From an optimization exercise on the open Yosys and OpenROAD flow, aimed at small area, a short achievable clock period and few clock cycles; shortcuts taken in it are not production practice.

== v6 ==
==> flow/design.v (excerpt) <==
module fsyn_calc (
    input             clk,
    input             rst,
    input             in_valid,
    output            in_ready,
    input      [31:0] in_freq,
    output            out_valid,
    output     [31:0] ms_a,
    output     [19:0] ms_b,
    output     [17:0] ms_p1,
    output     [19:0] ms_p2,
    output            ms_range_err,
    output            div_zero,
    output     [31:0] dds_word,
    output            dds_alias
);
    parameter integer KM = 2;    
    parameter integer KD = 2;    
    localparam [31:0] VCO_HZ = 32'd900000000;
    localparam [20:0] DDS_D  = 21'd1953125;           
    localparam [25:0] DDS_C  = 26'd976562;            
    localparam integer P     = ((6 + KD - 1) / KD) * KD;    
    localparam [1:0] M_A = 2'd0, M_BINIT = 2'd1, M_B = 2'd2, M_DONE = 2'd3;
    reg         busy;
    reg  [31:0] f;
    reg         dz;
    reg  [1:0]  ms_st;
    reg  [5:0]  ms_j;
    reg  [31:0] ms_R;
    reg  [29:0] Qa;
    reg  [19:0] Qb;
    reg         d_run;
    reg  [5:0]  d_p;
    reg  [20:0] Rd;
    reg  [31:0] Qd;
    wire ms_fin = (ms_st == M_DONE);
    wire d_fin  = ~d_run;
    assign out_valid = busy & ms_fin & d_fin;
    assign in_ready  = ~busy | (ms_fin & d_fin);
    wire accept = in_valid & in_ready;
    integer i;
    reg [5:0]  nm_j0;
    reg [31:0] nm_R0;
    always @(*) begin
        nm_j0 = 6'd0;
        for (i = 0; i < 32; i = i + 1)
            if (in_freq[i]) nm_j0 = ((i + 2 > 32 ? 32 : i + 2) / KM) * KM;
        nm_R0 = VCO_HZ >> (6'd32 - nm_j0);
    end
    wire in_zero = (in_freq == 32'd0);
    integer t;
    reg [31:0] ms_Rn;
    reg [KM-1:0] ms_q;
    reg [32:0] ms_x;
    reg [33:0] ms_d;
    reg [5:0]  ms_pos;
    always @(*) begin
        ms_Rn = ms_R;
        for (t = 0; t < KM; t = t + 1) begin
  ...
For scale: roughly 160 I/O pins.
==> module fsyn_calc, before the edit <==
module fsyn_calc (
    input             clk,
    input             rst,
    input             in_valid,
    output            in_ready,
    input      [31:0] in_freq,
    output            out_valid,
    output     [31:0] ms_a,
    output     [19:0] ms_b,
    output     [17:0] ms_p1,
    output     [19:0] ms_p2,
    output            ms_range_err,
    output            div_zero,
    output     [31:0] dds_word,
    output            dds_alias
);
    parameter integer KM = 2;    
    parameter integer KD = 2;    
    localparam [31:0] VCO_HZ = 32'd900000000;
    localparam [20:0] DDS_D  = 21'd1953125;           
    localparam [25:0] DDS_C  = 26'd976562;            
    localparam integer P     = ((6 + KD - 1) / KD) * KD;    
    localparam [1:0] M_A = 2'd0, M_BINIT = 2'd1, M_B = 2'd2, M_DONE = 2'd3;
    reg         busy;
    reg  [31:0] f;
    reg         dz;
    reg  [1:0]  ms_st;
    reg  [5:0]  ms_j;
    reg  [31:0] ms_R;
    reg  [29:0] Qa;
    reg  [19:0] Qb;
    reg         d_run;
    reg  [5:0]  d_p;
    reg  [20:0] Rd;
    reg  [31:0] Qd;
    wire ms_fin = (ms_st == M_DONE);
    wire d_fin  = ~d_run;
    assign out_valid = busy & ms_fin & d_fin;
    assign in_ready  = ~busy | (ms_fin & d_fin);
    wire accept = in_valid & in_ready;
    integer i;
    reg [5:0]  nm_j0;
    reg [31:0] nm_R0;
    always @(*) begin
        nm_j0 = 6'd0;
        for (i = 0; i < 32; i = i + 1)
            if (in_freq[i]) nm_j0 = ((i + 2 > 32 ? 32 : i + 2) / KM) * KM;
        nm_R0 = VCO_HZ >> (6'd32 - nm_j0);
    end
    wire in_zero = (in_freq == 32'd0);
    integer t;
    reg [31:0] ms_Rn;
    reg [KM-1:0] ms_q;
    reg [32:0] ms_x;
    reg [33:0] ms_d;
    reg [5:0]  ms_pos;
    always @(*) begin
        ms_Rn = ms_R;
        for (t = 0; t < KM; t = t + 1) begin
            ms_pos = ms_j + t;
            ms_x = {ms_Rn, (ms_st == M_A) ? VCO_HZ[31 - ms_pos] : Qb[19 - t]};
            ms_d = {1'b0, ms_x} - {2'b00, f};
            ms_q[KM-1-t] = ~ms_d[33];
            ms_Rn = ms_d[33] ? ms_x[31:0] : ms_d[31:0];
        end
    end
    wire ms_last = (ms_j == 6'd32 - KM);
    wire [29:0] br     = ms_R[29:0];
    wire        bl_nz  = |br[19:0];
    wire [29:0] b_top  = br - {20'd0, br[29:20]} - {29'd0, bl_nz};
    wire [19:0] b_low  = -br[19:0];
    wire [P+31:0] d_seq = {f[5+P:0], DDS_C};
    reg [20:0] Rdn;
    reg [KD-1:0] d_q;
    reg [21:0] d_x;
    reg [22:0] d_d;
    reg [5:0]  d_pos;
    always @(*) begin
        Rdn = Rd;
        for (t = 0; t < KD; t = t + 1) begin
            d_pos = d_p + t;
            d_x = {Rdn, d_seq[P + 31 - d_pos]};
            d_d = {1'b0, d_x} - {2'b00, DDS_D};
            d_q[KD-1-t] = ~d_d[22];
            Rdn = d_d[22] ? d_x[20:0] : d_d[20:0];
        end
    end
    wire in_long = (in_freq >= 32'd125000000);
    always @(posedge clk) begin
        if (rst) begin
            busy <= 1'b0;
        end else if (accept) begin
            busy <= 1'b1;
        end else if (out_valid) begin
            busy <= 1'b0;
        end
    end
    always @(posedge clk) begin
        if (accept) begin
            f     <= in_freq;
            dz    <= in_zero;
            ms_st <= in_zero ? M_DONE : (nm_j0 == 6'd32) ? M_BINIT : M_A;
            ms_j  <= nm_j0;
            d_run <= 1'b1;
        end else begin
            case (ms_st)
                M_A:     begin ms_j <= ms_j + KM; if (ms_last) ms_st <= M_BINIT; end
                M_BINIT: begin ms_j <= 6'd12; ms_st <= M_B; end
                M_B:     begin ms_j <= ms_j + KM; if (ms_last) ms_st <= M_DONE; end
                default: ;
            endcase
            if (d_p == P + 32 - KD) d_run <= 1'b0;
        end
    end
    always @(posedge clk) begin
        if (accept) begin
            ms_R <= nm_R0;
            Qa   <= 30'd0;
            Qb   <= 20'd0;
            Rd   <= in_long ? in_freq[31:6+P] : in_freq[26:6];
            d_p  <= in_long ? 6'd0 : P;
        end else begin
            case (ms_st)
                M_A:     begin ms_R <= ms_Rn; Qa <= {Qa[29-KM:0], ms_q}; end
                M_BINIT: begin ms_R <= {2'b00, b_top}; Qb <= b_low; end
                M_B:     begin ms_R <= ms_Rn; Qb <= {Qb[19-KM:0], ms_q}; end
                default: ;
            endcase
            if (d_run) begin
                Rd  <= Rdn;
                Qd  <= {Qd[31-KD:0], d_q};
                d_p <= d_p + KD;
            end
        end
    end
    wire [10:0] p1_hi    = Qa[10:0] - 11'd4;
    wire        a_ge8    = |Qa[29:3];
    wire        a_lt2048 = ~|Qa[29:11];
    wire        a_eq2048 = (Qa == 30'd2048);
    assign ms_a         = {2'b00, Qa};
    assign ms_b         = Qb;
    assign ms_p1        = {dz ? 11'd0 : p1_hi, Qb[19:13]};
    assign ms_p2        = {Qb[12:0], Qb[19:13]};
    assign ms_range_err = ~dz & ~(a_ge8 & (a_lt2048 | (a_eq2048 & ~|Qb)));
    assign div_zero     = dz;
    assign dds_word     = Qd;
    assign dds_alias    = (f > 32'd62500000);
endmodule
make LEC_CHECK=0 ABC_CLOCK_PERIOD_IN_PS=4000 CAP_MARGIN=20 CORE_MARGIN=2 CORE_UTILIZATION=40 SETUP_SLACK_MARGIN=5 SLEW_MARGIN=20 finish   # period 10.0 ns
run.sh (not shown) runs the stock make flow with config.mk's settings and CLKGATE_MAP_FILE= SYNTH_SCRIPT=/design/flow/synth_recipe.tcl, a recipe that flattens the netlist after the stock synthesis.
## Diff of input files: v7 against v6
diff --git a/flow/design.v b/flow/design.v
--- a/flow/design.v
+++ b/flow/design.v
@@ -15,6 +15,6 @@
     output            dds_alias
 );
-    parameter integer KM = 2;    
-    parameter integer KD = 2;    
+    parameter integer KM = 4;    
+    parameter integer KD = 4;    
     localparam [31:0] VCO_HZ = 32'd900000000;
     localparam [20:0] DDS_D  = 21'd1953125;           
--- outcome ---
- v6 finished every step from synthesis to the final layout, and the layout passed the timing, design-rule and antenna checks.
- In v7 the implementation completed, yet the final layout does not meet the checks, the culprit being setup timing.
- Comparing v7 and v6, the lower buffer share of cell area was measured on v6.
- Per the comparison of v7 with v6, critical path depth went up; via count went up 59%; area growth from synthesis to layout +14 points; die area higher.
- v6 has a lower highest cell delay on the worst timing path than v7.
- Maximum number of pins on one net before global-route repair: v7 and v6 compared, lower one is v7
- Run comparison: v7 top routing layer in use met5; v6 top routing layer in use met4
- Compared with v6, v7 shows placer congestion estimate higher by 0.072.
- Re wire length of the first global-routing pass: v7 and v6 aren't equal, and the higher value belongs to v7.
- Row final cycle utilization of the critical path: v7 higher / v6 lower
- Number of gates resized after CTS up about 15% in v7 wrt v6
- Measured against each other, v7 and v6 differ in worst hold slack, the higher figure coming from v6.
Function was not checked in any run of this note: the RTL went through the layout flow alone.

-- static timing again, ports no longer ideal --
Ports are ideal in the flow. The routed layouts listed here were re-timed in OpenROAD. Step 1 sets driving cells, clkbuf_16 on the clock port and buf_2 on the other inputs (assumed; they add their load-dependent delay and slew). Step 2 times the ports against the registers' clock, not the clock port: input delays grow and output delays shrink by t, the midpoint of the rising clock arrivals with the driver on. Three values: ideal ports, drivers, drivers and shift; two values: the first two.
run	t, ns	setup slack, ns	worst setup path at the end	worst register clock-pin slew, ns
v6	0.497	3.903 / 3.903 / 3.754	input to register	0.08 / 0.08
v7	0.548	-3.252 / -3.252 / -3.252	register to register	0.08 / 0.08
For v6, which loses most, drivers alone change the setup slack by 0.000 ns; drivers and shift together by -0.149 ns.
